This design comes from an exercise in tuning for small area, a short achievable clock period and few clock cycles on the open sky130 flow, not from production work. Only simulation tests tie the RTL to the original design; equivalence was not proved. Power figures rest on the tool's default switching activity, not on a simulated workload.

==> flow/design.v <==
module bsac_lag (
    input  wire        clk,
    input  wire        rst,
    input  wire        in_valid,
    output wire        in_ready,
    input  wire [31:0] in_data,
    input  wire [6:0]  in_min_period,
    output wire        out_valid,
    input  wire        out_ready,
    output wire [6:0]  out_lag,
    output wire [6:0]  out_best_lag,
    output wire [8:0]  out_best_value,
    output wire [8:0]  out_global_max,
    output wire        out_err
);
    localparam integer E   = 4;      
    localparam integer LE  = 2;     
    localparam integer LAT = 3;    
    localparam integer GAP = 2;        
    localparam [6:0]   LASTW = 7'd127 - E + 7'd1;
    localparam [1:0] H_IDLE = 2'd0, H_W1 = 2'd1, H_RUN = 2'd2, H_CHK = 2'd3;
    reg        have;       
    reg [2:0]  beat;
    reg        busy;       
    reg        pre;        
    reg        is_sw;      
    reg        is_gap;
    reg        is_st;      
    reg        iss;        
    reg [1:0]  gapc;
    reg [LAT-1:0] tv;      
    reg        rv;         
    reg        hgo;        
    reg [1:0]  hs;         
    reg        dn;         
    reg        ov;         
    reg [255:0] nb;        
    reg [255:0] pk;
    reg [255:0] sh;
    reg [6:0]   mp_ld;     
    reg [6:0]   mp;        
    reg [6:0]   ij;        
    reg [LAT-1:0] tm;      
    reg [6:0]   tj [0:LAT-1];
    reg [E-1:0] tf [0:LAT-1];   
    wire        in_rdy  = !have;
    wire        beat_ok = in_valid && in_rdy;
    wire [255:0] pkm;
    genvar gb;
    generate
        for (gb = 0; gb < 32; gb = gb + 1) begin : g_mask
            if (gb < 15) begin : g_m
                assign pkm[8*gb +: 8] = pk[8*gb +: 8] & {8{gb[3:0] >= ij[6:3]}};
            end else begin : g_n
                assign pkm[8*gb +: 8] = pk[8*gb +: 8];
            end
        end
    endgenerate
    wire [8:0] cv [0:E-1];
    wire [E-1:0] iflag;
    genvar ge;
    generate
        for (ge = 0; ge < E; ge = ge + 1) begin : g_eng
            wire [255:0] she = sh << ge;
            bsac_popcnt u_pc (.clk(clk), .x(pkm ^ she), .c(cv[ge]));
            assign iflag[ge] = ({1'b0, ij} + ge) >= {1'b0, mp};
        end
    endgenerate
    integer li;
    always @(posedge clk) begin
        tm[0] <= is_st;
        tj[0] <= ij;
        tf[0] <= iflag;
        for (li = 1; li < LAT; li = li + 1) begin
            tm[li] <= tm[li-1];
            tj[li] <= tj[li-1];
            tf[li] <= tf[li-1];
        end
    end
    wire         c_v = tv[LAT-1];
    wire         c_m = tm[LAT-1];
    wire [6:0]   c_j = tj[LAT-1];
    wire [E-1:0] c_f = tf[LAT-1];
    reg [8:0]  g;
    reg [8:0]  bv;
    reg [6:0]  blr;
    wire [6:0] bl = blr;
    reg [9:0]  g34;            
    reg [127:0] pass;
    reg [7:0]  dl;             
    localparam integer NP = E / 2;
    reg [8:0]  pmax [0:NP-1];
    reg [8:0]  pmin [0:NP-1];
    reg [LE:0] pidx [0:NP-1];
    reg [NP-1:0] pany;
    reg [6:0]  rj;
    integer pe;
    always @(posedge clk) begin
        for (pe = 0; pe < NP; pe = pe + 1) begin
            pmax[pe] <= (cv[2*pe+1] > cv[2*pe]) ? cv[2*pe+1] : cv[2*pe];
            pany[pe] <= c_f[2*pe] || c_f[2*pe+1];
            if (c_f[2*pe] && (!c_f[2*pe+1] || cv[2*pe] <= cv[2*pe+1])) begin
                pmin[pe] <= cv[2*pe];
                pidx[pe] <= 2 * pe;
            end else begin
                pmin[pe] <= cv[2*pe+1];
                pidx[pe] <= 2 * pe + 1;
            end
        end
        rj <= c_j;
    end
    wire [E-1:0] pbit;
    generate
        for (ge = 0; ge < E; ge = ge + 1) begin : g_pass
            wire [10:0] c5 = {2'b0, cv[ge]} + {cv[ge], 2'b0};
            assign pbit[ge] = c5 <= {1'b0, g34};
        end
    endgenerate
    wire       m0  = pany[0] && pmin[0] < bv;
    wire       m1  = (NP > 1) && pany[NP-1] && pmin[NP-1] < bv &&
                     (!m0 || pmin[NP-1] < pmin[0]);
    wire       x0  = pmax[0] > g && (NP == 1 || pmax[0] >= pmax[NP-1]);
    wire       x1  = (NP > 1) && pmax[NP-1] > g && pmax[NP-1] > pmax[0];
    integer pw;
    always @(posedge clk) begin
        g34 <= ({1'b0, g} + {g, 1'b0}) >> 2;
        if (c_v && c_m) begin
            for (pw = 0; pw < 128 / E; pw = pw + 1)
                if (c_j[6:LE] == pw)
                    pass[pw*E +: E] <= pbit;
            dl <= {1'b0, c_j} + E;
        end
        if (is_gap)
            dl <= 8'd0;
        if (pre) begin
            g  <= 9'd0;
            bv <= 9'h1ff;
        end else if (rv) begin
            if (x1)
                g <= pmax[NP-1];
            else if (x0)
                g <= pmax[0];
            if (m1) begin
                bv  <= pmin[NP-1];
                blr <= rj + pidx[NP-1];
            end else if (m0) begin
                bv  <= pmin[0];
                blr <= rj + pidx[0];
            end
        end
    end
    reg [6:0]  d;          
    reg [6:0]  ed;         
    reg [6:0]  qq;         
    reg [6:0]  rr;         
    reg [6:0]  k;
    reg [6:0]  tgt;        
    reg [6:0]  racc;       
    reg [1:0]  hc;         
    reg        cph;        
    reg        pk_r, cv_r;
    reg [6:0]  rlag;
    reg        rerr;
    reg        ds_act;
    reg [6:0]  ds_d;
    function [7:0] dstep;   
        input [6:0] rem;
        input       nbit;
        input [6:0] dd;
        reg   [8:0] df;
        begin
            df = {1'b0, rem, nbit} - {2'b0, dd};
            if (!df[8])
                dstep = {1'b1, df[6:0]};
            else
                dstep = {1'b0, rem[5:0], nbit};
        end
    endfunction
    wire       di_v, di_f;
    wire [6:0] di_d;
    reg        a_v, a_f;
    reg [6:0]  a_d, a_r;
    reg [2:0]  a_q;
    reg        b_v, b_f;
    reg [6:0]  b_d, b_r;
    reg [4:0]  b_q;
    reg        dv_ov, dv_f, dv_pk, dv_cv;
    reg [6:0]  dv_dd, dv_r, dv_q;
    reg [7:0]  st6, st5, st4, st3, st2, st1, st0;
    always @(*) begin
        st6 = dstep(7'd0,       bl[6], di_d);
        st5 = dstep(st6[6:0],   bl[5], di_d);
        st4 = dstep(st5[6:0],   bl[4], di_d);
        st3 = dstep(a_r,        bl[3], a_d);
        st2 = dstep(st3[6:0],   bl[2], a_d);
        st1 = dstep(b_r,        bl[1], b_d);
        st0 = dstep(st1[6:0],   bl[0], b_d);
    end
    wire [3:0] pk4 = pass[{b_q, 2'b00} +: 4];
    wire [3:0] cv4;
    genvar gq;
    generate
        for (gq = 0; gq < 4; gq = gq + 1) begin : g_cv4
            assign cv4[gq] = {1'b0, b_q, gq[1:0]} < dl;
        end
    endgenerate
    always @(posedge clk) begin
        a_f <= di_f;
        a_d <= di_d;
        a_r <= st4[6:0];
        a_q <= {st6[7], st5[7], st4[7]};
        b_f <= a_f;
        b_d <= a_d;
        b_r <= st2[6:0];
        b_q <= {a_q, st3[7], st2[7]};
        dv_f  <= b_f;
        dv_dd <= b_d;
        dv_r  <= st0[6:0];
        dv_q  <= {b_q, st1[7], st0[7]};
        dv_pk <= pk4[{st1[7], st0[7]}];
        dv_cv <= cv4[{st1[7], st0[7]}];
    end
    wire       qhit  = dv_ov && !dv_f && dv_dd == ed;
    wire       qfail = qhit && dv_cv && !dv_pk;
    wire [7:0] rsum  = {1'b0, racc} + {1'b0, rr};
    wire       rcy   = rsum >= {1'b0, d};
    wire       cdec  = (hs == H_CHK) && cph && cv_r;    
    reg        fin;
    reg [6:0]  fin_lag;
    always @(*) begin
        fin = 1'b0;
        fin_lag = bl;
        if (hgo && mp == 7'd0) begin
            fin = 1'b1;
            fin_lag = 7'd0;
        end
        case (hs)
        H_W1: if (dv_ov && dv_f && dv_q <= 7'd1) fin = 1'b1;
        H_RUN: if (qfail && ed == 7'd2) fin = 1'b1;
        H_CHK: if (cdec) begin
            if (pk_r) begin
                if (k + 7'd1 == d) begin
                    fin = 1'b1;
                    fin_lag = qq;
                end
            end else if (d == 7'd2) begin
                fin = 1'b1;
            end
        end
        default: ;
        endcase
    end
    reg        ds_rs;
    reg [6:0]  ds_rd;
    always @(*) begin
        ds_rs = 1'b0;
        ds_rd = dv_q;
        case (hs)
        H_W1: if (dv_ov && dv_f) ds_rs = 1'b1;
        H_RUN: if (qhit && !qfail) begin
            ds_rs = 1'b1;
            ds_rd = ed - 7'd1;
        end
        H_CHK: if (cdec && !pk_r && hc == 2'd3) begin
            ds_rs = 1'b1;
            ds_rd = d - 7'd1;
        end
        default: ;
        endcase
    end
    assign di_f = hgo;
    assign di_d = hgo ? mp : ds_d;
    assign di_v = (hgo && mp != 7'd0) || (ds_act && !ds_rs);
    always @(posedge clk) begin
        if (ds_rs)
            ds_d <= ds_rd;
        else if (ds_act)
            ds_d <= ds_d - 7'd1;
        pk_r <= pass[tgt];
        cv_r <= {1'b0, tgt} < dl;
        case (hs)
        H_W1: if (dv_ov && dv_f) ed <= dv_q;
        H_RUN: if (qhit) begin
            if (qfail) begin
                ed <= ed - 7'd1;
            end else begin
                qq   <= dv_q;
                rr   <= dv_r;
                tgt  <= dv_q;
                racc <= dv_r;
                k    <= 7'd1;
                d    <= ed;
                hc   <= 2'd0;
                cph  <= 1'b0;
            end
        end
        H_CHK: begin
            if (hc != 2'd3)
                hc <= hc + 2'd1;
            cph <= !cph;
            if (cdec) begin
                if (pk_r) begin
                    k <= k + 7'd1;
                    if (rcy) begin
                        racc <= rsum[6:0] - d;
                        tgt  <= tgt + qq + 7'd1;
                    end else begin
                        racc <= rsum[6:0];
                        tgt  <= tgt + qq;
                    end
                end else begin
                    ed <= d - 7'd1;
                end
            end
        end
        default: ;
        endcase
        if (fin) begin
            rlag <= fin_lag;
            rerr <= (mp == 7'd0);
        end
        if (beat_ok && beat == 3'd7)
            mp_ld <= in_min_period;
    end
    reg [6:0]  o_lag, o_bl;
    reg [8:0]  o_bv, o_g;
    reg        o_err;
    wire copy  = dn && !ov;
    wire start = have && !busy && (!dn || !ov);
    wire iss_nx = pre ||
                  (is_sw && ij != LASTW) ||
                  (is_gap && gapc == GAP - 1) ||
                  (is_st && iss && ij != LASTW && !fin &&
                   !((hs != H_IDLE) && ({1'b0, ij} + E >= {1'b0, bl})));
    always @(posedge clk) begin
        if (beat_ok)
            nb <= {nb[223:0], in_data};
        if (start)
            pk <= nb;
        if (iss)
            sh <= sh << E;
        else
            sh <= pk;
        if (copy) begin
            o_lag <= rlag;
            o_err <= rerr;
            o_bl  <= blr;
            o_bv  <= bv;
            o_g   <= g;
        end
        if (start)
            mp <= mp_ld;
        if (!iss || (is_sw && ij == LASTW))
            ij <= 7'd0;
        else
            ij <= ij + E;
    end
    always @(posedge clk) begin
        if (rst) begin
            have   <= 1'b0;
            beat   <= 3'd0;
            busy   <= 1'b0;
            pre    <= 1'b0;
            is_sw  <= 1'b0;
            is_gap <= 1'b0;
            is_st  <= 1'b0;
            iss    <= 1'b0;
            gapc   <= 2'd0;
            tv     <= {LAT{1'b0}};
            rv     <= 1'b0;
            hgo    <= 1'b0;
            hs     <= H_IDLE;
            dn     <= 1'b0;
            ov     <= 1'b0;
            ds_act <= 1'b0;
            a_v    <= 1'b0;
            b_v    <= 1'b0;
            dv_ov  <= 1'b0;
        end else begin
            if (beat_ok) begin
                beat <= beat + 3'd1;
                if (beat == 3'd7)
                    have <= 1'b1;
            end
            pre <= start;
            if (start) begin
                have <= 1'b0;
                busy <= 1'b1;
            end
            iss <= iss_nx;
            if (pre)
                is_sw <= 1'b1;
            if (is_sw && ij == LASTW) begin
                is_sw  <= 1'b0;
                is_gap <= 1'b1;
                gapc   <= 2'd0;
            end
            if (is_gap) begin
                gapc <= gapc + 2'd1;
                if (gapc == GAP - 1) begin
                    is_gap <= 1'b0;
                    is_st  <= 1'b1;
                end
            end
            if (is_st && !iss_nx)
                is_st <= 1'b0;
            tv  <= {tv[LAT-2:0], iss};
            rv  <= c_v && !c_m;
            hgo <= rv && rj == LASTW;
            a_v   <= di_v;
            b_v   <= a_v;
            dv_ov <= b_v;
            if (ds_rs)
                ds_act <= (ds_rd >= 7'd2);
            else if (ds_act && ds_d == 7'd2)
                ds_act <= 1'b0;
            if (hgo && !fin)
                hs <= H_W1;
            case (hs)
            H_W1: if (dv_ov && dv_f && !fin) hs <= H_RUN;
            H_RUN: if (qhit && !qfail) hs <= H_CHK;
            H_CHK: if (cdec && !pk_r && !fin) hs <= H_RUN;
            default: ;
            endcase
            if (fin) begin
                hs     <= H_IDLE;
                ds_act <= 1'b0;
                busy   <= 1'b0;
                dn     <= 1'b1;
            end
            if (ov && out_ready)
                ov <= 1'b0;
            if (copy) begin
                dn <= 1'b0;
                ov <= 1'b1;
            end
        end
    end
    assign in_ready       = in_rdy;
    assign out_valid      = ov;
    assign out_lag        = o_lag;
    assign out_best_lag   = o_bl;
    assign out_best_value = o_bv;
    assign out_global_max = o_g;
    assign out_err        = o_err;
endmodule
module bsac_popcnt (input wire clk, input wire [255:0] x, output reg [8:0] c);
    wire s1;
    wire k2;
    wire s3;
    wire k4;
    wire s5;
    wire k6;
    wire s7;
    wire k8;
    wire s9;
    wire k10;
    wire s11;
    wire k12;
    wire s13;
    wire k14;
    wire s15;
    wire k16;
    wire s17;
    wire k18;
    wire s19;
    wire k20;
    wire s21;
    wire k22;
    wire s23;
    wire k24;
    wire s25;
    wire k26;
    wire s27;
    wire k28;
    wire s29;
    wire k30;
    wire s31;
    wire k32;
    wire s33;
    wire k34;
    wire s35;
    wire k36;
    wire s37;
    wire k38;
    wire s39;
    wire k40;
    wire s41;
    wire k42;
    wire s43;
    wire k44;
    wire s45;
    wire k46;
    wire s47;
    wire k48;
    wire s49;
    wire k50;
    wire s51;
    wire k52;
    wire s53;
    wire k54;
    wire s55;
    wire k56;
    wire s57;
    wire k58;
    wire s59;
    wire k60;
    wire s61;
    wire k62;
    wire s63;
    wire k64;
    wire s65;
    wire k66;
    wire s67;
    wire k68;
    wire s69;
    wire k70;
    wire s71;
    wire k72;
    wire s73;
    wire k74;
    wire s75;
    wire k76;
    wire s77;
    wire k78;
    wire s79;
    wire k80;
    wire s81;
    wire k82;
    wire s83;
    wire k84;
    wire s85;
    wire k86;
    wire s87;
    wire k88;
    wire s89;
    wire k90;
    wire s91;
    wire k92;
    wire s93;
    wire k94;
    wire s95;
    wire k96;
    wire s97;
    wire k98;
    wire s99;
    wire k100;
    wire s101;
    wire k102;
    wire s103;
    wire k104;
    wire s105;
    wire k106;
    wire s107;
    wire k108;
    wire s109;
    wire k110;
    wire s111;
    wire k112;
    wire s113;
    wire k114;
    wire s115;
    wire k116;
    wire s117;
    wire k118;
    wire s119;
    wire k120;
    wire s121;
    wire k122;
    wire s123;
    wire k124;
    wire s125;
    wire k126;
    wire s127;
    wire k128;
    wire s129;
    wire k130;
    wire s131;
    wire k132;
    wire s133;
    wire k134;
    wire s135;
    wire k136;
    wire s137;
    wire k138;
    wire s139;
    wire k140;
    wire s141;
    wire k142;
    wire s143;
    wire k144;
    wire s145;
    wire k146;
    wire s147;
    wire k148;
    wire s149;
    wire k150;
    wire s151;
    wire k152;
    wire s153;
    wire k154;
    wire s155;
    wire k156;
    wire s157;
    wire k158;
    wire s159;
    wire k160;
    wire s161;
    wire k162;
    wire s163;
    wire k164;
    wire s165;
    wire k166;
    wire s167;
    wire k168;
    wire s169;
    wire k170;
    wire s171;
    wire k172;
    wire s173;
    wire k174;
    wire s175;
    wire k176;
    wire s177;
    wire k178;
    wire s179;
    wire k180;
    wire s181;
    wire k182;
    wire s183;
    wire k184;
    wire s185;
    wire k186;
    wire s187;
    wire k188;
    wire s189;
    wire k190;
    wire s191;
    wire k192;
    wire s193;
    wire k194;
    wire s195;
    wire k196;
    wire s197;
    wire k198;
    wire s199;
    wire k200;
    wire s201;
    wire k202;
    wire s203;
    wire k204;
    wire s205;
    wire k206;
    wire s207;
    wire k208;
    wire s209;
    wire k210;
    wire s211;
    wire k212;
    wire s213;
    wire k214;
    wire s215;
    wire k216;
    wire s217;
    wire k218;
    wire s219;
    wire k220;
    wire s221;
    wire k222;
    wire s223;
    wire k224;
    wire s225;
    wire k226;
    wire s227;
    wire k228;
    wire s229;
    wire k230;
    wire s231;
    wire k232;
    wire s233;
    wire k234;
    wire s235;
    wire k236;
    wire s237;
    wire k238;
    wire s239;
    wire k240;
    wire s241;
    wire k242;
    wire s243;
    wire k244;
    wire s245;
    wire k246;
    wire s247;
    wire k248;
    wire s249;
    wire k250;
    wire s251;
    wire k252;
    wire s253;
    wire k254;
    wire s255;
    wire k256;
    wire s257;
    wire k258;
    wire s259;
    wire k260;
    wire s261;
    wire k262;
    wire s263;
    wire k264;
    wire s265;
    wire k266;
    wire s267;
    wire k268;
    wire s269;
    wire k270;
    wire s271;
    wire k272;
    wire s273;
    wire k274;
    wire s275;
    wire k276;
    wire s277;
    wire k278;
    wire s279;
    wire k280;
    wire s281;
    wire k282;
    wire s283;
    wire k284;
    wire s285;
    wire k286;
    wire s287;
    wire k288;
    wire s289;
    wire k290;
    wire s291;
    wire k292;
    wire s293;
    wire k294;
    wire s295;
    wire k296;
    wire s297;
    wire k298;
    wire s299;
    wire k300;
    wire s301;
    wire k302;
    wire s303;
    wire k304;
    wire s305;
    wire k306;
    wire s307;
    wire k308;
    wire s309;
    wire k310;
    wire s311;
    wire k312;
    wire s313;
    wire k314;
    wire s315;
    wire k316;
    wire s317;
    wire k318;
    wire s319;
    wire k320;
    wire s321;
    wire k322;
    wire s323;
    wire k324;
    wire s325;
    wire k326;
    wire s327;
    wire k328;
    wire s329;
    wire k330;
    wire s331;
    wire k332;
    wire s333;
    wire k334;
    wire s335;
    wire k336;
    wire s337;
    wire k338;
    wire s339;
    wire k340;
    wire s341;
    wire k342;
    wire s343;
    wire k344;
    wire s345;
    wire k346;
    wire s347;
    wire k348;
    wire s349;
    wire k350;
    wire s351;
    wire k352;
    wire s353;
    wire k354;
    wire s355;
    wire k356;
    wire s357;
    wire k358;
    wire s359;
    wire k360;
    wire s361;
    wire k362;
    wire s363;
    wire k364;
    wire s365;
    wire k366;
    wire s367;
    wire k368;
    wire s369;
    wire k370;
    wire s371;
    wire k372;
    wire s373;
    wire k374;
    wire s375;
    wire k376;
    wire s377;
    wire k378;
    wire s379;
    wire k380;
    wire s381;
    wire k382;
    wire s383;
    wire k384;
    wire s385;
    wire k386;
    wire s387;
    wire k388;
    wire s389;
    wire k390;
    wire s391;
    wire k392;
    wire s393;
    wire k394;
    wire s395;
    wire k396;
    wire s397;
    wire k398;
    wire s399;
    wire k400;
    wire s401;
    wire k402;
    wire s403;
    wire k404;
    wire s405;
    wire k406;
    wire s407;
    wire k408;
    wire s409;
    wire k410;
    wire s411;
    wire k412;
    reg r413;
    reg r414;
    reg r415;
    reg r416;
    reg r417;
    reg r418;
    reg r419;
    reg r420;
    reg r421;
    reg r422;
    reg r423;
    reg r424;
    reg r425;
    reg r426;
    reg r427;
    reg r428;
    reg r429;
    reg r430;
    reg r431;
    reg r432;
    reg r433;
    reg r434;
    reg r435;
    reg r436;
    reg r437;
    reg r438;
    reg r439;
    reg r440;
    reg r441;
    reg r442;
    reg r443;
    reg r444;
    reg r445;
    reg r446;
    reg r447;
    reg r448;
    reg r449;
    reg r450;
    reg r451;
    reg r452;
    reg r453;
    reg r454;
    reg r455;
    reg r456;
    reg r457;
    reg r458;
    reg r459;
    reg r460;
    reg r461;
    reg r462;
    reg r463;
    reg r464;
    reg r465;
    wire s466;
    wire k467;
    wire s468;
    wire k469;
    wire s470;
    wire k471;
    wire s472;
    wire k473;
    wire s474;
    wire k475;
    wire s476;
    wire k477;
    wire s478;
    wire k479;
    wire s480;
    wire k481;
    wire s482;
    wire k483;
    wire s484;
    wire k485;
    wire s486;
    wire k487;
    wire s488;
    wire k489;
    wire s490;
    wire k491;
    wire s492;
    wire k493;
    wire s494;
    wire k495;
    wire s496;
    wire k497;
    wire s498;
    wire k499;
    wire s500;
    wire k501;
    wire s502;
    wire k503;
    wire s504;
    wire k505;
    wire s506;
    wire k507;
    wire s508;
    wire k509;
    wire s510;
    wire k511;
    wire s512;
    wire k513;
    wire s514;
    wire k515;
    wire s516;
    wire k517;
    wire s518;
    wire k519;
    wire s520;
    wire k521;
    wire s522;
    wire k523;
    wire s524;
    wire k525;
    wire s526;
    wire k527;
    wire s528;
    wire k529;
    wire s530;
    wire k531;
    wire s532;
    wire k533;
    wire s534;
    wire k535;
    wire s536;
    wire k537;
    wire s538;
    wire k539;
    wire s540;
    wire k541;
    wire s542;
    wire k543;
    wire s544;
    wire k545;
    wire s546;
    wire k547;
    wire s548;
    wire k549;
    reg r550;
    reg r551;
    reg r552;
    reg r553;
    reg r554;
    reg r555;
    reg r556;
    reg r557;
    reg r558;
    reg r559;
    reg r560;
    reg r561;
    reg r562;
    reg r563;
    reg r564;
    reg r565;
    reg r566;
    wire s567;
    wire k568;
    wire s569;
    wire k570;
    wire s571;
    wire k572;
    assign {k2, s1} = {1'b0,x[0]} + {1'b0,x[1]} + {1'b0,x[2]};
    assign {k4, s3} = {1'b0,x[3]} + {1'b0,x[4]} + {1'b0,x[5]};
    assign {k6, s5} = {1'b0,x[6]} + {1'b0,x[7]} + {1'b0,x[8]};
    assign {k8, s7} = {1'b0,x[9]} + {1'b0,x[10]} + {1'b0,x[11]};
    assign {k10, s9} = {1'b0,x[12]} + {1'b0,x[13]} + {1'b0,x[14]};
    assign {k12, s11} = {1'b0,x[15]} + {1'b0,x[16]} + {1'b0,x[17]};
    assign {k14, s13} = {1'b0,x[18]} + {1'b0,x[19]} + {1'b0,x[20]};
    assign {k16, s15} = {1'b0,x[21]} + {1'b0,x[22]} + {1'b0,x[23]};
    assign {k18, s17} = {1'b0,x[24]} + {1'b0,x[25]} + {1'b0,x[26]};
    assign {k20, s19} = {1'b0,x[27]} + {1'b0,x[28]} + {1'b0,x[29]};
    assign {k22, s21} = {1'b0,x[30]} + {1'b0,x[31]} + {1'b0,x[32]};
    assign {k24, s23} = {1'b0,x[33]} + {1'b0,x[34]} + {1'b0,x[35]};
    assign {k26, s25} = {1'b0,x[36]} + {1'b0,x[37]} + {1'b0,x[38]};
    assign {k28, s27} = {1'b0,x[39]} + {1'b0,x[40]} + {1'b0,x[41]};
    assign {k30, s29} = {1'b0,x[42]} + {1'b0,x[43]} + {1'b0,x[44]};
    assign {k32, s31} = {1'b0,x[45]} + {1'b0,x[46]} + {1'b0,x[47]};
    assign {k34, s33} = {1'b0,x[48]} + {1'b0,x[49]} + {1'b0,x[50]};
    assign {k36, s35} = {1'b0,x[51]} + {1'b0,x[52]} + {1'b0,x[53]};
    assign {k38, s37} = {1'b0,x[54]} + {1'b0,x[55]} + {1'b0,x[56]};
    assign {k40, s39} = {1'b0,x[57]} + {1'b0,x[58]} + {1'b0,x[59]};
    assign {k42, s41} = {1'b0,x[60]} + {1'b0,x[61]} + {1'b0,x[62]};
    assign {k44, s43} = {1'b0,x[63]} + {1'b0,x[64]} + {1'b0,x[65]};
    assign {k46, s45} = {1'b0,x[66]} + {1'b0,x[67]} + {1'b0,x[68]};
    assign {k48, s47} = {1'b0,x[69]} + {1'b0,x[70]} + {1'b0,x[71]};
    assign {k50, s49} = {1'b0,x[72]} + {1'b0,x[73]} + {1'b0,x[74]};
    assign {k52, s51} = {1'b0,x[75]} + {1'b0,x[76]} + {1'b0,x[77]};
    assign {k54, s53} = {1'b0,x[78]} + {1'b0,x[79]} + {1'b0,x[80]};
    assign {k56, s55} = {1'b0,x[81]} + {1'b0,x[82]} + {1'b0,x[83]};
    assign {k58, s57} = {1'b0,x[84]} + {1'b0,x[85]} + {1'b0,x[86]};
    assign {k60, s59} = {1'b0,x[87]} + {1'b0,x[88]} + {1'b0,x[89]};
    assign {k62, s61} = {1'b0,x[90]} + {1'b0,x[91]} + {1'b0,x[92]};
    assign {k64, s63} = {1'b0,x[93]} + {1'b0,x[94]} + {1'b0,x[95]};
    assign {k66, s65} = {1'b0,x[96]} + {1'b0,x[97]} + {1'b0,x[98]};
    assign {k68, s67} = {1'b0,x[99]} + {1'b0,x[100]} + {1'b0,x[101]};
    assign {k70, s69} = {1'b0,x[102]} + {1'b0,x[103]} + {1'b0,x[104]};
    assign {k72, s71} = {1'b0,x[105]} + {1'b0,x[106]} + {1'b0,x[107]};
    assign {k74, s73} = {1'b0,x[108]} + {1'b0,x[109]} + {1'b0,x[110]};
    assign {k76, s75} = {1'b0,x[111]} + {1'b0,x[112]} + {1'b0,x[113]};
    assign {k78, s77} = {1'b0,x[114]} + {1'b0,x[115]} + {1'b0,x[116]};
    assign {k80, s79} = {1'b0,x[117]} + {1'b0,x[118]} + {1'b0,x[119]};
    assign {k82, s81} = {1'b0,x[120]} + {1'b0,x[121]} + {1'b0,x[122]};
    assign {k84, s83} = {1'b0,x[123]} + {1'b0,x[124]} + {1'b0,x[125]};
    assign {k86, s85} = {1'b0,x[126]} + {1'b0,x[127]} + {1'b0,x[128]};
    assign {k88, s87} = {1'b0,x[129]} + {1'b0,x[130]} + {1'b0,x[131]};
    assign {k90, s89} = {1'b0,x[132]} + {1'b0,x[133]} + {1'b0,x[134]};
    assign {k92, s91} = {1'b0,x[135]} + {1'b0,x[136]} + {1'b0,x[137]};
    assign {k94, s93} = {1'b0,x[138]} + {1'b0,x[139]} + {1'b0,x[140]};
    assign {k96, s95} = {1'b0,x[141]} + {1'b0,x[142]} + {1'b0,x[143]};
    assign {k98, s97} = {1'b0,x[144]} + {1'b0,x[145]} + {1'b0,x[146]};
    assign {k100, s99} = {1'b0,x[147]} + {1'b0,x[148]} + {1'b0,x[149]};
    assign {k102, s101} = {1'b0,x[150]} + {1'b0,x[151]} + {1'b0,x[152]};
    assign {k104, s103} = {1'b0,x[153]} + {1'b0,x[154]} + {1'b0,x[155]};
    assign {k106, s105} = {1'b0,x[156]} + {1'b0,x[157]} + {1'b0,x[158]};
    assign {k108, s107} = {1'b0,x[159]} + {1'b0,x[160]} + {1'b0,x[161]};
    assign {k110, s109} = {1'b0,x[162]} + {1'b0,x[163]} + {1'b0,x[164]};
    assign {k112, s111} = {1'b0,x[165]} + {1'b0,x[166]} + {1'b0,x[167]};
    assign {k114, s113} = {1'b0,x[168]} + {1'b0,x[169]} + {1'b0,x[170]};
    assign {k116, s115} = {1'b0,x[171]} + {1'b0,x[172]} + {1'b0,x[173]};
    assign {k118, s117} = {1'b0,x[174]} + {1'b0,x[175]} + {1'b0,x[176]};
    assign {k120, s119} = {1'b0,x[177]} + {1'b0,x[178]} + {1'b0,x[179]};
    assign {k122, s121} = {1'b0,x[180]} + {1'b0,x[181]} + {1'b0,x[182]};
    assign {k124, s123} = {1'b0,x[183]} + {1'b0,x[184]} + {1'b0,x[185]};
    assign {k126, s125} = {1'b0,x[186]} + {1'b0,x[187]} + {1'b0,x[188]};
    assign {k128, s127} = {1'b0,x[189]} + {1'b0,x[190]} + {1'b0,x[191]};
    assign {k130, s129} = {1'b0,x[192]} + {1'b0,x[193]} + {1'b0,x[194]};
    assign {k132, s131} = {1'b0,x[195]} + {1'b0,x[196]} + {1'b0,x[197]};
    assign {k134, s133} = {1'b0,x[198]} + {1'b0,x[199]} + {1'b0,x[200]};
    assign {k136, s135} = {1'b0,x[201]} + {1'b0,x[202]} + {1'b0,x[203]};
    assign {k138, s137} = {1'b0,x[204]} + {1'b0,x[205]} + {1'b0,x[206]};
    assign {k140, s139} = {1'b0,x[207]} + {1'b0,x[208]} + {1'b0,x[209]};
    assign {k142, s141} = {1'b0,x[210]} + {1'b0,x[211]} + {1'b0,x[212]};
    assign {k144, s143} = {1'b0,x[213]} + {1'b0,x[214]} + {1'b0,x[215]};
    assign {k146, s145} = {1'b0,x[216]} + {1'b0,x[217]} + {1'b0,x[218]};
    assign {k148, s147} = {1'b0,x[219]} + {1'b0,x[220]} + {1'b0,x[221]};
    assign {k150, s149} = {1'b0,x[222]} + {1'b0,x[223]} + {1'b0,x[224]};
    assign {k152, s151} = {1'b0,x[225]} + {1'b0,x[226]} + {1'b0,x[227]};
    assign {k154, s153} = {1'b0,x[228]} + {1'b0,x[229]} + {1'b0,x[230]};
    assign {k156, s155} = {1'b0,x[231]} + {1'b0,x[232]} + {1'b0,x[233]};
    assign {k158, s157} = {1'b0,x[234]} + {1'b0,x[235]} + {1'b0,x[236]};
    assign {k160, s159} = {1'b0,x[237]} + {1'b0,x[238]} + {1'b0,x[239]};
    assign {k162, s161} = {1'b0,x[240]} + {1'b0,x[241]} + {1'b0,x[242]};
    assign {k164, s163} = {1'b0,x[243]} + {1'b0,x[244]} + {1'b0,x[245]};
    assign {k166, s165} = {1'b0,x[246]} + {1'b0,x[247]} + {1'b0,x[248]};
    assign {k168, s167} = {1'b0,x[249]} + {1'b0,x[250]} + {1'b0,x[251]};
    assign {k170, s169} = {1'b0,x[252]} + {1'b0,x[253]} + {1'b0,x[254]};
    assign {k172, s171} = {1'b0,s1} + {1'b0,s3} + {1'b0,s5};
    assign {k174, s173} = {1'b0,s7} + {1'b0,s9} + {1'b0,s11};
    assign {k176, s175} = {1'b0,s13} + {1'b0,s15} + {1'b0,s17};
    assign {k178, s177} = {1'b0,s19} + {1'b0,s21} + {1'b0,s23};
    assign {k180, s179} = {1'b0,s25} + {1'b0,s27} + {1'b0,s29};
    assign {k182, s181} = {1'b0,s31} + {1'b0,s33} + {1'b0,s35};
    assign {k184, s183} = {1'b0,s37} + {1'b0,s39} + {1'b0,s41};
    assign {k186, s185} = {1'b0,s43} + {1'b0,s45} + {1'b0,s47};
    assign {k188, s187} = {1'b0,s49} + {1'b0,s51} + {1'b0,s53};
    assign {k190, s189} = {1'b0,s55} + {1'b0,s57} + {1'b0,s59};
    assign {k192, s191} = {1'b0,s61} + {1'b0,s63} + {1'b0,s65};
    assign {k194, s193} = {1'b0,s67} + {1'b0,s69} + {1'b0,s71};
    assign {k196, s195} = {1'b0,s73} + {1'b0,s75} + {1'b0,s77};
    assign {k198, s197} = {1'b0,s79} + {1'b0,s81} + {1'b0,s83};
    assign {k200, s199} = {1'b0,s85} + {1'b0,s87} + {1'b0,s89};
    assign {k202, s201} = {1'b0,s91} + {1'b0,s93} + {1'b0,s95};
    assign {k204, s203} = {1'b0,s97} + {1'b0,s99} + {1'b0,s101};
    assign {k206, s205} = {1'b0,s103} + {1'b0,s105} + {1'b0,s107};
    assign {k208, s207} = {1'b0,s109} + {1'b0,s111} + {1'b0,s113};
    assign {k210, s209} = {1'b0,s115} + {1'b0,s117} + {1'b0,s119};
    assign {k212, s211} = {1'b0,s121} + {1'b0,s123} + {1'b0,s125};
    assign {k214, s213} = {1'b0,s127} + {1'b0,s129} + {1'b0,s131};
    assign {k216, s215} = {1'b0,s133} + {1'b0,s135} + {1'b0,s137};
    assign {k218, s217} = {1'b0,s139} + {1'b0,s141} + {1'b0,s143};
    assign {k220, s219} = {1'b0,s145} + {1'b0,s147} + {1'b0,s149};
    assign {k222, s221} = {1'b0,s151} + {1'b0,s153} + {1'b0,s155};
    assign {k224, s223} = {1'b0,s157} + {1'b0,s159} + {1'b0,s161};
    assign {k226, s225} = {1'b0,s163} + {1'b0,s165} + {1'b0,s167};
    assign {k228, s227} = {1'b0,s169} + {1'b0,x[255]};
    assign {k230, s229} = {1'b0,k2} + {1'b0,k4} + {1'b0,k6};
    assign {k232, s231} = {1'b0,k8} + {1'b0,k10} + {1'b0,k12};
    assign {k234, s233} = {1'b0,k14} + {1'b0,k16} + {1'b0,k18};
    assign {k236, s235} = {1'b0,k20} + {1'b0,k22} + {1'b0,k24};
    assign {k238, s237} = {1'b0,k26} + {1'b0,k28} + {1'b0,k30};
    assign {k240, s239} = {1'b0,k32} + {1'b0,k34} + {1'b0,k36};
    assign {k242, s241} = {1'b0,k38} + {1'b0,k40} + {1'b0,k42};
    assign {k244, s243} = {1'b0,k44} + {1'b0,k46} + {1'b0,k48};
    assign {k246, s245} = {1'b0,k50} + {1'b0,k52} + {1'b0,k54};
    assign {k248, s247} = {1'b0,k56} + {1'b0,k58} + {1'b0,k60};
    assign {k250, s249} = {1'b0,k62} + {1'b0,k64} + {1'b0,k66};
    assign {k252, s251} = {1'b0,k68} + {1'b0,k70} + {1'b0,k72};
    assign {k254, s253} = {1'b0,k74} + {1'b0,k76} + {1'b0,k78};
    assign {k256, s255} = {1'b0,k80} + {1'b0,k82} + {1'b0,k84};
    assign {k258, s257} = {1'b0,k86} + {1'b0,k88} + {1'b0,k90};
    assign {k260, s259} = {1'b0,k92} + {1'b0,k94} + {1'b0,k96};
    assign {k262, s261} = {1'b0,k98} + {1'b0,k100} + {1'b0,k102};
    assign {k264, s263} = {1'b0,k104} + {1'b0,k106} + {1'b0,k108};
    assign {k266, s265} = {1'b0,k110} + {1'b0,k112} + {1'b0,k114};
    assign {k268, s267} = {1'b0,k116} + {1'b0,k118} + {1'b0,k120};
    assign {k270, s269} = {1'b0,k122} + {1'b0,k124} + {1'b0,k126};
    assign {k272, s271} = {1'b0,k128} + {1'b0,k130} + {1'b0,k132};
    assign {k274, s273} = {1'b0,k134} + {1'b0,k136} + {1'b0,k138};
    assign {k276, s275} = {1'b0,k140} + {1'b0,k142} + {1'b0,k144};
    assign {k278, s277} = {1'b0,k146} + {1'b0,k148} + {1'b0,k150};
    assign {k280, s279} = {1'b0,k152} + {1'b0,k154} + {1'b0,k156};
    assign {k282, s281} = {1'b0,k158} + {1'b0,k160} + {1'b0,k162};
    assign {k284, s283} = {1'b0,k164} + {1'b0,k166} + {1'b0,k168};
    assign {k286, s285} = {1'b0,s171} + {1'b0,s173} + {1'b0,s175};
    assign {k288, s287} = {1'b0,s177} + {1'b0,s179} + {1'b0,s181};
    assign {k290, s289} = {1'b0,s183} + {1'b0,s185} + {1'b0,s187};
    assign {k292, s291} = {1'b0,s189} + {1'b0,s191} + {1'b0,s193};
    assign {k294, s293} = {1'b0,s195} + {1'b0,s197} + {1'b0,s199};
    assign {k296, s295} = {1'b0,s201} + {1'b0,s203} + {1'b0,s205};
    assign {k298, s297} = {1'b0,s207} + {1'b0,s209} + {1'b0,s211};
    assign {k300, s299} = {1'b0,s213} + {1'b0,s215} + {1'b0,s217};
    assign {k302, s301} = {1'b0,s219} + {1'b0,s221} + {1'b0,s223};
    assign {k304, s303} = {1'b0,s225} + {1'b0,s227};
    assign {k306, s305} = {1'b0,k172} + {1'b0,k174} + {1'b0,k176};
    assign {k308, s307} = {1'b0,k178} + {1'b0,k180} + {1'b0,k182};
    assign {k310, s309} = {1'b0,k184} + {1'b0,k186} + {1'b0,k188};
    assign {k312, s311} = {1'b0,k190} + {1'b0,k192} + {1'b0,k194};
    assign {k314, s313} = {1'b0,k196} + {1'b0,k198} + {1'b0,k200};
    assign {k316, s315} = {1'b0,k202} + {1'b0,k204} + {1'b0,k206};
    assign {k318, s317} = {1'b0,k208} + {1'b0,k210} + {1'b0,k212};
    assign {k320, s319} = {1'b0,k214} + {1'b0,k216} + {1'b0,k218};
    assign {k322, s321} = {1'b0,k220} + {1'b0,k222} + {1'b0,k224};
    assign {k324, s323} = {1'b0,k226} + {1'b0,k228} + {1'b0,s229};
    assign {k326, s325} = {1'b0,s231} + {1'b0,s233} + {1'b0,s235};
    assign {k328, s327} = {1'b0,s237} + {1'b0,s239} + {1'b0,s241};
    assign {k330, s329} = {1'b0,s243} + {1'b0,s245} + {1'b0,s247};
    assign {k332, s331} = {1'b0,s249} + {1'b0,s251} + {1'b0,s253};
    assign {k334, s333} = {1'b0,s255} + {1'b0,s257} + {1'b0,s259};
    assign {k336, s335} = {1'b0,s261} + {1'b0,s263} + {1'b0,s265};
    assign {k338, s337} = {1'b0,s267} + {1'b0,s269} + {1'b0,s271};
    assign {k340, s339} = {1'b0,s273} + {1'b0,s275} + {1'b0,s277};
    assign {k342, s341} = {1'b0,s279} + {1'b0,s281} + {1'b0,s283};
    assign {k344, s343} = {1'b0,k230} + {1'b0,k232} + {1'b0,k234};
    assign {k346, s345} = {1'b0,k236} + {1'b0,k238} + {1'b0,k240};
    assign {k348, s347} = {1'b0,k242} + {1'b0,k244} + {1'b0,k246};
    assign {k350, s349} = {1'b0,k248} + {1'b0,k250} + {1'b0,k252};
    assign {k352, s351} = {1'b0,k254} + {1'b0,k256} + {1'b0,k258};
    assign {k354, s353} = {1'b0,k260} + {1'b0,k262} + {1'b0,k264};
    assign {k356, s355} = {1'b0,k266} + {1'b0,k268} + {1'b0,k270};
    assign {k358, s357} = {1'b0,k272} + {1'b0,k274} + {1'b0,k276};
    assign {k360, s359} = {1'b0,k278} + {1'b0,k280} + {1'b0,k282};
    assign {k362, s361} = {1'b0,s285} + {1'b0,s287} + {1'b0,s289};
    assign {k364, s363} = {1'b0,s291} + {1'b0,s293} + {1'b0,s295};
    assign {k366, s365} = {1'b0,s297} + {1'b0,s299} + {1'b0,s301};
    assign {k368, s367} = {1'b0,k286} + {1'b0,k288} + {1'b0,k290};
    assign {k370, s369} = {1'b0,k292} + {1'b0,k294} + {1'b0,k296};
    assign {k372, s371} = {1'b0,k298} + {1'b0,k300} + {1'b0,k302};
    assign {k374, s373} = {1'b0,k304} + {1'b0,s305} + {1'b0,s307};
    assign {k376, s375} = {1'b0,s309} + {1'b0,s311} + {1'b0,s313};
    assign {k378, s377} = {1'b0,s315} + {1'b0,s317} + {1'b0,s319};
    assign {k380, s379} = {1'b0,s321} + {1'b0,s323} + {1'b0,s325};
    assign {k382, s381} = {1'b0,s327} + {1'b0,s329} + {1'b0,s331};
    assign {k384, s383} = {1'b0,s333} + {1'b0,s335} + {1'b0,s337};
    assign {k386, s385} = {1'b0,s339} + {1'b0,s341} + {1'b0,k170};
    assign {k388, s387} = {1'b0,k306} + {1'b0,k308} + {1'b0,k310};
    assign {k390, s389} = {1'b0,k312} + {1'b0,k314} + {1'b0,k316};
    assign {k392, s391} = {1'b0,k318} + {1'b0,k320} + {1'b0,k322};
    assign {k394, s393} = {1'b0,k324} + {1'b0,k326} + {1'b0,k328};
    assign {k396, s395} = {1'b0,k330} + {1'b0,k332} + {1'b0,k334};
    assign {k398, s397} = {1'b0,k336} + {1'b0,k338} + {1'b0,k340};
    assign {k400, s399} = {1'b0,k342} + {1'b0,s343} + {1'b0,s345};
    assign {k402, s401} = {1'b0,s347} + {1'b0,s349} + {1'b0,s351};
    assign {k404, s403} = {1'b0,s353} + {1'b0,s355} + {1'b0,s357};
    assign {k406, s405} = {1'b0,s359} + {1'b0,k284};
    assign {k408, s407} = {1'b0,k344} + {1'b0,k346} + {1'b0,k348};
    assign {k410, s409} = {1'b0,k350} + {1'b0,k352} + {1'b0,k354};
    assign {k412, s411} = {1'b0,k356} + {1'b0,k358} + {1'b0,k360};
    assign {k467, s466} = {1'b0,r413} + {1'b0,r414} + {1'b0,r415};
    assign {k469, s468} = {1'b0,r417} + {1'b0,r418} + {1'b0,r419};
    assign {k471, s470} = {1'b0,r420} + {1'b0,r421} + {1'b0,r422};
    assign {k473, s472} = {1'b0,r423} + {1'b0,r424} + {1'b0,r425};
    assign {k475, s474} = {1'b0,r426} + {1'b0,r427} + {1'b0,r428};
    assign {k477, s476} = {1'b0,r430} + {1'b0,r431} + {1'b0,r432};
    assign {k479, s478} = {1'b0,r433} + {1'b0,r434} + {1'b0,r435};
    assign {k481, s480} = {1'b0,r436} + {1'b0,r437} + {1'b0,r438};
    assign {k483, s482} = {1'b0,r439} + {1'b0,r440} + {1'b0,r441};
    assign {k485, s484} = {1'b0,r442} + {1'b0,r443} + {1'b0,r444};
    assign {k487, s486} = {1'b0,r445} + {1'b0,r446} + {1'b0,r447};
    assign {k489, s488} = {1'b0,r448} + {1'b0,r449};
    assign {k491, s490} = {1'b0,r450} + {1'b0,r451} + {1'b0,r452};
    assign {k493, s492} = {1'b0,r453} + {1'b0,r454} + {1'b0,r455};
    assign {k495, s494} = {1'b0,r456} + {1'b0,r457} + {1'b0,r458};
    assign {k497, s496} = {1'b0,r459} + {1'b0,r460} + {1'b0,r461};
    assign {k499, s498} = {1'b0,r463} + {1'b0,r464} + {1'b0,r465};
    assign {k501, s500} = {1'b0,k467} + {1'b0,s468} + {1'b0,s470};
    assign {k503, s502} = {1'b0,s472} + {1'b0,s474} + {1'b0,r429};
    assign {k505, s504} = {1'b0,k469} + {1'b0,k471} + {1'b0,k473};
    assign {k507, s506} = {1'b0,k475} + {1'b0,s476} + {1'b0,s478};
    assign {k509, s508} = {1'b0,s480} + {1'b0,s482} + {1'b0,s484};
    assign {k511, s510} = {1'b0,s486} + {1'b0,s488};
    assign {k513, s512} = {1'b0,k477} + {1'b0,k479} + {1'b0,k481};
    assign {k515, s514} = {1'b0,k483} + {1'b0,k485} + {1'b0,k487};
    assign {k517, s516} = {1'b0,k489} + {1'b0,s490} + {1'b0,s492};
    assign {k519, s518} = {1'b0,s494} + {1'b0,s496} + {1'b0,r462};
    assign {k521, s520} = {1'b0,k491} + {1'b0,k493} + {1'b0,k495};
    assign {k523, s522} = {1'b0,k497} + {1'b0,s498};
    assign {k525, s524} = {1'b0,k501} + {1'b0,k503} + {1'b0,s504};
    assign {k527, s526} = {1'b0,s506} + {1'b0,s508} + {1'b0,s510};
    assign {k529, s528} = {1'b0,k505} + {1'b0,k507} + {1'b0,k509};
    assign {k531, s530} = {1'b0,k511} + {1'b0,s512} + {1'b0,s514};
    assign {k533, s532} = {1'b0,s516} + {1'b0,s518};
    assign {k535, s534} = {1'b0,k513} + {1'b0,k515} + {1'b0,k517};
    assign {k537, s536} = {1'b0,k519} + {1'b0,s520} + {1'b0,s522};
    assign {k539, s538} = {1'b0,k521} + {1'b0,k523} + {1'b0,k499};
    assign {k541, s540} = {1'b0,k525} + {1'b0,k527} + {1'b0,s528};
    assign {k543, s542} = {1'b0,s530} + {1'b0,s532};
    assign {k545, s544} = {1'b0,k529} + {1'b0,k531} + {1'b0,k533};
    assign {k547, s546} = {1'b0,s534} + {1'b0,s536};
    assign {k549, s548} = {1'b0,k535} + {1'b0,k537} + {1'b0,s538};
    assign {k568, s567} = {1'b0,r558} + {1'b0,r559} + {1'b0,r560};
    assign {k570, s569} = {1'b0,r562} + {1'b0,r563} + {1'b0,r564};
    assign {k572, s571} = {1'b0,k570} + {1'b0,r565} + {1'b0,r566};
    always @(posedge clk) begin
        r413 <= s361;
        r414 <= s363;
        r415 <= s365;
        r416 <= s303;
        r417 <= k362;
        r418 <= k364;
        r419 <= k366;
        r420 <= s367;
        r421 <= s369;
        r422 <= s371;
        r423 <= s373;
        r424 <= s375;
        r425 <= s377;
        r426 <= s379;
        r427 <= s381;
        r428 <= s383;
        r429 <= s385;
        r430 <= k368;
        r431 <= k370;
        r432 <= k372;
        r433 <= k374;
        r434 <= k376;
        r435 <= k378;
        r436 <= k380;
        r437 <= k382;
        r438 <= k384;
        r439 <= k386;
        r440 <= s387;
        r441 <= s389;
        r442 <= s391;
        r443 <= s393;
        r444 <= s395;
        r445 <= s397;
        r446 <= s399;
        r447 <= s401;
        r448 <= s403;
        r449 <= s405;
        r450 <= k388;
        r451 <= k390;
        r452 <= k392;
        r453 <= k394;
        r454 <= k396;
        r455 <= k398;
        r456 <= k400;
        r457 <= k402;
        r458 <= k404;
        r459 <= k406;
        r460 <= s407;
        r461 <= s409;
        r462 <= s411;
        r463 <= k408;
        r464 <= k410;
        r465 <= k412;
        r550 <= s466;
        r551 <= r416;
        r552 <= s500;
        r553 <= s502;
        r554 <= s524;
        r555 <= s526;
        r556 <= s540;
        r557 <= s542;
        r558 <= k541;
        r559 <= k543;
        r560 <= s544;
        r561 <= s546;
        r562 <= k545;
        r563 <= k547;
        r564 <= s548;
        r565 <= k549;
        r566 <= k539;
    end
    wire [8:0] ra = {1'b0, k572, s571, k568, s567, r556, r554, r552, r550};
    wire [8:0] rb = {1'b0, 1'b0, 1'b0, s569, r561, r557, r555, r553, r551};
    always @(posedge clk) c <= ra + rb;
endmodule
==> flow/run.sh <==
#!/bin/bash
# synth_recipe.tcl (not shown) runs the flow's synth.tcl, then flattens the netlist and writes it again
# the make line also repeats each setting of config.mk as NAME=value (left out here)
make -C /OpenROAD-flow-scripts/flow DESIGN_CONFIG=/design/flow/config.mk WORK_HOME=/design/flow/orfs CLKGATE_MAP_FILE= SYNTH_SCRIPT=/design/flow/synth_recipe.tcl finish
==> flow/config.mk <==
export PLATFORM = sky130hd
export DESIGN_NAME = bsac_lag
export DESIGN_NICKNAME = bsac_lag
export VERILOG_FILES = /design/flow/design.v
export SDC_FILE = /design/flow/constraint.sdc
export NUM_CORES = 4
export LEC_CHECK = 0
export ABC_CLOCK_PERIOD_IN_PS = 4000
export CAP_MARGIN = 20
export CORE_MARGIN = 2
export CORE_UTILIZATION = 40
export PLACE_DENSITY = 0.6
export SETUP_SLACK_MARGIN = 5
export SLEW_MARGIN = 20
==> flow/constraint.sdc <==
create_clock -name core_clock -period 10.0 [get_ports {clk}]
set_input_delay 2.0000 -clock core_clock [delete_from_list [all_inputs] [get_ports {clk}]]
set_output_delay 2.0000 -clock core_clock [all_outputs]
set_load 0.01 [all_outputs]
==> results of run 1 <==
repair_timing:
action / CTS / global route
pin swaps: 9 / 19
resized for setup: 24 / 30
setup endpoints to repair: 9 / 24
setup buffers: 18 / 13
cloned: 1 / 2
cells by family after synthesis:
group | after synthesis
buffers and inverters | 1308
multiplexers | 426
other | 1
AND/OR/NAND/NOR | 615
XOR/XNOR | 1151
AO/OA/AOI/OAI | 479
adder cells (fa/ha/maj) | 1290
flip-flops | 1534
worst max-delay path, delay by kind of cell (launching register included):
kind                       cells  cell delay, ns
and+or+nand+nor                1            0.39
buffers and inverters          3            0.20
adders and majority gates      4            2.26
xor gates and xnor gates       1            0.26
AOI/OAI and AO/OA              1            1.04
DFF                            1            0.60
flip-flops by register name (all words and copies together) (netlist names), 8 cells and up:
register	flops
nb	256
pk	256
sh	256
pass	128
g_eng.u_pc.c	36
pmax	18
pmin	18
tj	15
tf	12
bv	9
g	9
o_bv	9
o_g	9
g34	8
worst paths after layout:
path         startpoint                 end  slack [ns]
max               ij[5]  g_eng[1].u_pc.r413        5.14
max reg2reg       ij[5]  g_eng[1].u_pc.r413        5.14
min reg2reg         a_f                 b_f        0.32
min                 a_f                 b_f        0.32
metal layers:
layer,GRT usage (%),vias to the layer above,part of all wire [%]
li1,-,21568,-
met1,29.5,24720,45
met2,33.9,1308,47
met3,2.80,291,4.9
met4,6.29,0,3.1
met5,0,-,0
cell usage after synthesis, types with 5 or more instances:
cell type  number  area [um^2]
nand3_1        24          120
o21a_1         36          270
a211oi_1       11         82.6
mux2i_1        51          510
o31ai_1         5         37.5
xnor2_1       696         6100
a211o_1        12          105
and2_1         18          113
or3_1           5         31.3
nor4_1         13         81.3
dfxtp_1       773        15500
nand2_1       212          796
a21o_1         43          323
o2111ai_1      11         96.3
nor3_1         26          130
a21oi_1       134          671
o221ai_1        5         43.8
inv_1         803         3010
or2_2          10         62.6
nand2b_1       48          300
o21bai_1       20          150
ha_1          304         3800
mux2_2        299         3370
nand4_1        24          150
o211ai_1       33          248
a31oi_1        19          119
buf_2          10         50.1
nor2_1        154          578
a22oi_1        23          173
xor2_1        453         3970
edfxtp_1      761        22900
nor2b_1        50          313
buf_1         143          537
o21ai_0        81          405
fa_1          986        19700
and3_1         15         93.8
o21ai_1         6         30.0
clkbuf_1      351         1320
mux4_2         76         1710
through the flow:
stage	setup WS [ns]	util (%)	std cells
finish	5.14	44.6	9725
global route	4.99	44.6	9722
global placement	4.05	41.6	9366
CTS	5.02	44.4	9705
floorplan	5.09	-	6805
detailed placement	4.08	41.6	9366
report_power, final:
| part | switching (mW) | total, mW | internal, mW | leakage, nW |
|---|---|---|---|---|
| clock network | 2.77 | 6.63 | 3.86 | 2.91 |
| registers | 0.364 | 7.48 | 7.11 | 13.6 |
| logic | 1.53 | 2.65 | 1.12 | 22.3 |
| total | 4.66 | 16.8 | 12.1 | 38.8 |
cell type report:
| class | instances | area, um^2 | area share, % |
|---|---|---|---|
| clock inverter | 94 | 1100 | 1.12 |
| timing repair buffer | 143 | 1430 | 1.46 |
| clock buffer | 226 | 4890 | 4.98 |
| tap | 2958 | 3700 | 3.77 |
| inverter | 803 | 3010 | 3.07 |
| antenna | 4 | 10.0 | 0.0102 |
| sequential | 1534 | 38300 | 39.1 |
| multi-input combinational | 3963 | 45700 | 46.5 |
==> impl_metrics.ini, run 1 <==
[floorplanning]
dieArea_um2 = 225000
io_pins = 78
coreArea_um2 = 220000
die_x_um = 475
start_util_pct = 40.3
rows = 172
dieHeight_um = 475

[clocking]
clk_latency_ns = 0.84
clock_sinks = 1534
cts_max_level = 4
cts_hold_buf = 0
clk_pin_slew_ns = 0.06
root_buffer = clkbuf_16
clockBufferDepth = 3
cts_buffers = 170
cts_tree = yes

[yosys]
synthArstFlopShare_pct = 0
synth_edf_count = 761
yosys_warnings = 12
synth_adder_area_share_pct = 26.6
postSynthAreaPerCell_um2 = 13.0
synthCells = 6804
yosysSeqAreaShare_pct = 43.3
syn-cell-area_um2 = 88600
synth_top_family_by_area = adder cells
ys_dominant_reg_cell = dfxtp_1
synth_seq_cells = 1534
synthDistinctLibCells = 75
synth_compound_area_share_pct = 3.55
synth.area.mux_share_pct = 6.31
yosys.area_share.xor_xnor_pct = 11.4
synth-simple-area-share_pct = 3.29

[critical_path]
reg2reg_depth = 10
crit_slowest_cell = o31ai_1
critPathKind = flop to flop
cp_common_cell = fa_1
worst_ep_arrival_time_ns = 5.57
cp-end-kind = flop
start_kind = flop
crit_required_ns = 10.72
path_cells = o31ai_1, nand2_1, xor2_1, fa_1, fa_1, inv_1, fa_1, inv_1, fa_1, inv_1
cp_max_fo = 15
slowest_delay_ns = 1.04

[timing]
finalMaxSlewViolations = 0
setup_violations = 0
max_freq_mhz = 206
slew-limit-headroom_pct = 24.6
hold_viol_final = 0
fin_worst_skew_ns = 0.0513
grt_setup_unrepaired = false
tns_ns = 0
finalCriticalPeriod_ns = 4.86
period_share_pct = 48.6
final.hold.worst_slack_ns = 0.319
worst_pin_slew_ns = 1.12

[hold_path]
hp-class = flop to flop
whs_path_depth = 0

[outcome]
status = timing/DRC/antenna clean

[power]
peakVddDrop_mv = 0.208
p_total_mw = 16.8
power_density_nw_per_um2 = 171
p_leak_nw = 38.8

[grt]
gr-total-overflow = 0
antenna_found_initial = 7
grt_usage_pct = 21.0
grt_pass1_wl_um = 345000
grt_max_degree = 143
grt_pass1_vias = 50864

[placed_design]
dpl_cell_area_um2 = 91500
dp_hpwl_um = 187000
io_buffers = 77
gp_congestion = 0.949

[detailed_routing]
vias_per_cell = 4.92
drtAntennaViolNets = 0
drtIter0Drc = 3799
wl_per_cell_um = 24.0
drt_first_pass_iters = 5
drcViolationCount = 0
routed_wl_um = 233000
num_vias = 47887

[layout]
stdcell_area_um2 = 98100
n_fill_cell = 19884
final_layout_size_suffix_gt1_share_pct = 11.6
areaGrowthSynthToFinish_pct = 10.8
final_nets = 7948
final_common_cell = fa_1
final_cell_mix = fa_1 (983), inv_1 (802), dfxtp_1 (770), edfxtp_1 (761), xnor2_1 (696)

[flow_run]
maxCapViolCount = 0
Testbench counts, summed over its fixed seeds: cycles 8,120.
==> run 2, diff against run 1 <==
--- a/flow/config.mk
+++ b/flow/config.mk
@@ -5,7 +5,6 @@
 export SDC_FILE = /design/flow/constraint.sdc
 export NUM_CORES = 4
 export LEC_CHECK = 0
-export ABC_CLOCK_PERIOD_IN_PS = 4000
 export CAP_MARGIN = 20
 export CORE_MARGIN = 2
 export CORE_UTILIZATION = 40
==> impl_metrics.ini, run 2 <==
[clocking]
clockBufferDepth = 3
cts_buffers = 170
cts_hold_buf = 0
clk_latency_ns = 0.84
root_buffer = clkbuf_16
cts_max_level = 4
clk_pin_slew_ns = 0.06
clock_sinks = 1534
cts_tree = yes

[yosys]
ys_top_cells_by_area = edfxtp_1 (26%), fa_1 (22%), dfxtp_1 (17%)
synth_common_cells = fa_1 (986), inv_1 (803), dfxtp_1 (773), edfxtp_1 (761), xnor2_1 (696)
synthDistinctLibCells = 75
postSynthAreaPerCell_um2 = 13.0
synthArstFlopShare_pct = 0
synth_seq_cells = 1534
synth.most_common_cell = fa_1
synthCells = 6804
yosys_warnings = 12
synth_top_area_share_pct = 25.8
synth_edf_count = 761
yosys.area.top_type = edfxtp_1
syn-cell-area_um2 = 88600
yosysSeqAreaShare_pct = 43.3
ys_dominant_reg_cell = dfxtp_1

[timing]
hold_viol_final = 0
grt_setup_unrepaired = false
period_share_pct = 48.6
max_freq_mhz = 206
slew-limit-headroom_pct = 24.6
setup_violations = 0
finalMaxSlewViolations = 0
fin_worst_skew_ns = 0.0513
finalCriticalPeriod_ns = 4.86
worst_slack_ns = 5.14
tns_ns = 0
worst_pin_slew_ns = 1.12

[placed_design]
dp_hpwl_um = 187000
io_buffers = 77
dp_slack_ns = 4.08
gp_congestion = 0.949

[critical_path]
crit_required_ns = 10.72
reg2reg_from = ij[5]
start_kind = flop
worst_ep_arrival_time_ns = 5.57
timing.rr.end = g_eng[1].u_pc.r413
reg2reg_depth = 10
critPathKind = flop to flop
cp-end-kind = flop
reg2reg_slack_ns = 5.14
cp_max_fo = 15

[power]
p_total_mw = 16.8
p_leak_nw = 38.8
peakVddDrop_mv = 0.208
power_density_nw_per_um2 = 171

[floorplanning]
io_pins = 78
die_x_um = 475
dieHeight_um = 475
start_util_pct = 40.3
coreArea_um2 = 220000
dieArea_um2 = 225000
rows = 172

[grt]
grt_pass1_wl_um = 345000
grt_max_degree = 143
grt_pass1_vias = 50864
grt_usage_pct = 21.0
gr-total-overflow = 0
antenna_found_initial = 7

[hold_path]
min_from = a_f
hp-class = flop to flop
whs_path_depth = 0
min_delay_worst_endpoint = b_f

[detailed_routing]
drtIter0Drc = 3799
drt_first_pass_iters = 5
num_vias = 47887
drtAntennaViolNets = 0
wl_per_cell_um = 24.0
routed_wl_um = 233000
vias_per_cell = 4.92
drcViolationCount = 0

[layout]
n_fill_cell = 19884
final_nets = 7948
final_cell_mix = fa_1 (983), inv_1 (802), dfxtp_1 (770), edfxtp_1 (761), xnor2_1 (696)
largestRegisters = nb x256, pk x256, sh x256
final_layout_size_suffix_gt1_share_pct = 11.6
areaGrowthSynthToFinish_pct = 10.8
final_common_cell = fa_1

[outcome]
status = timing/DRC/antenna clean

[flow_run]
maxCapViolCount = 0
[run 2: worst max-delay path by stage]
stage,startpoint,endpoint,slack [ns],depth (start not counted)
2_1_floorplan,hgo,a_r[1],5.09,23
3_3_place_gp,hgo,a_r[4],4.05,19
3_5_place_dp,hgo,a_r[4],4.08,19
4_1_cts,hgo,a_r[4],5.02,21
5_1_grt,blr[1],dv_pk,4.99,21
6_report,ij[5],g_eng[1].u_pc.r413,5.14,10
[run 2: final cells by class]
class                   count  area, um^2  area share [%]
flip-flops and latches   1534       38300            39.1
clock inverters            94        1100            1.12
inverters                 803        3010            3.07
diodes                      4        10.0          0.0102
clock buffers             226        4890            4.98
repair buffers            143        1430            1.46
well taps                2958        3700            3.77
multi-input cells        3963       45700            46.5
[run 2: logic make-up (layout without fill, tap and decap cells)]
family,after synthesis,count (layout),share of synthesized area [%]
AOI/OAI and AO/OA,479,479,3.55
xor gates and xnor gates,1151,1151,11.4
adders and majority gates,1290,1290,26.6
buffers and inverters,1308,1266,5.57
DFF,1534,1534,43.3
muxes,426,426,6.31
other,1,6,0.00423
and+or+nand+nor,615,615,3.29
[run 2: timing repair]
item,in CTS,in global routing
setup buffers,18,13
gates cloned,1,2
resized for setup,24,30
pin swaps,9,19
endpoints found under the setup margin,9,24
[run 2: report_power, final]
| part | switching, mW | internal (mW) |
|---|---|---|
| combinational | 1.53 | 1.12 |
| clock | 2.77 | 3.86 |
| sequential | 0.364 | 7.11 |
[run 2: per-layer routing]
layer  GRT usage (%)  up-vias  share of wire (%)  routed length, um
li1                -    21568                  -                  -
met1            29.5    24720                 45             104000
met2            33.9     1308                 47             110000
met3            2.80      291                4.9              11500
met4            6.29        0                3.1               7250
met5               0        -                  0                  0
[run 2: critical path: stages (launching register included)]
cell	delay, ns
dfxtp_1	0.60
o31ai_1	1.04
nand2_1	0.39
xor2_1	0.26
fa_1	0.53
fa_1	0.61
inv_1	0.07
fa_1	0.57
inv_1	0.09
fa_1	0.55
inv_1	0.04
[run 2: stage by stage]
stage / std cells / cell area, um^2 / hold slack (ns) / util, %
after floorplan: 6805 / 88600 / 0.310 / -
after global placement: 9366 / 91500 / 0.310 / 41.6
after detailed placement: 9366 / 91500 / 0.312 / 41.6
after CTS: 9705 / 97800 / 0.323 / 44.4
after global routing: 9722 / 98100 / 0.321 / 44.6
final: 9725 / 98100 / 0.319 / 44.6

[static timing again, ports no longer ideal]
In the flow no input, the clock included, has a driving cell. The finished layouts below were timed again as built, in two steps. Step 1 (the two cells are an assumption about what drives the block):
set clk [get_ports {clk}]
set_driving_cell -lib_cell sky130_fd_sc_hd__clkbuf_16 $clk
set_driving_cell -lib_cell sky130_fd_sc_hd__buf_2 [delete_from_list [all_inputs] $clk]
Step 2 also shifts input and output timing later by t, the mid clock arrival at the registers, as if the neighbouring blocks saw the same clock. Three values: ideal ports, drivers, drivers and shift; two values: the first two.
| run | t (ns) | slack for setup (ns) | clock arrival spread, ns | worst register clock-pin slew, ns | cell pins on the clock port's net |
|---|---|---|---|---|---|
| run 1 | 0.903 | 5.145 / 5.145 / 5.145 | 0.051 / 0.051 | 0.08 / 0.08 | 1 |
| run 2 | 0.903 | 5.145 / 5.145 / 5.145 | 0.051 / 0.051 | 0.08 / 0.08 | 1 |
After both steps every run listed still meets setup and hold.
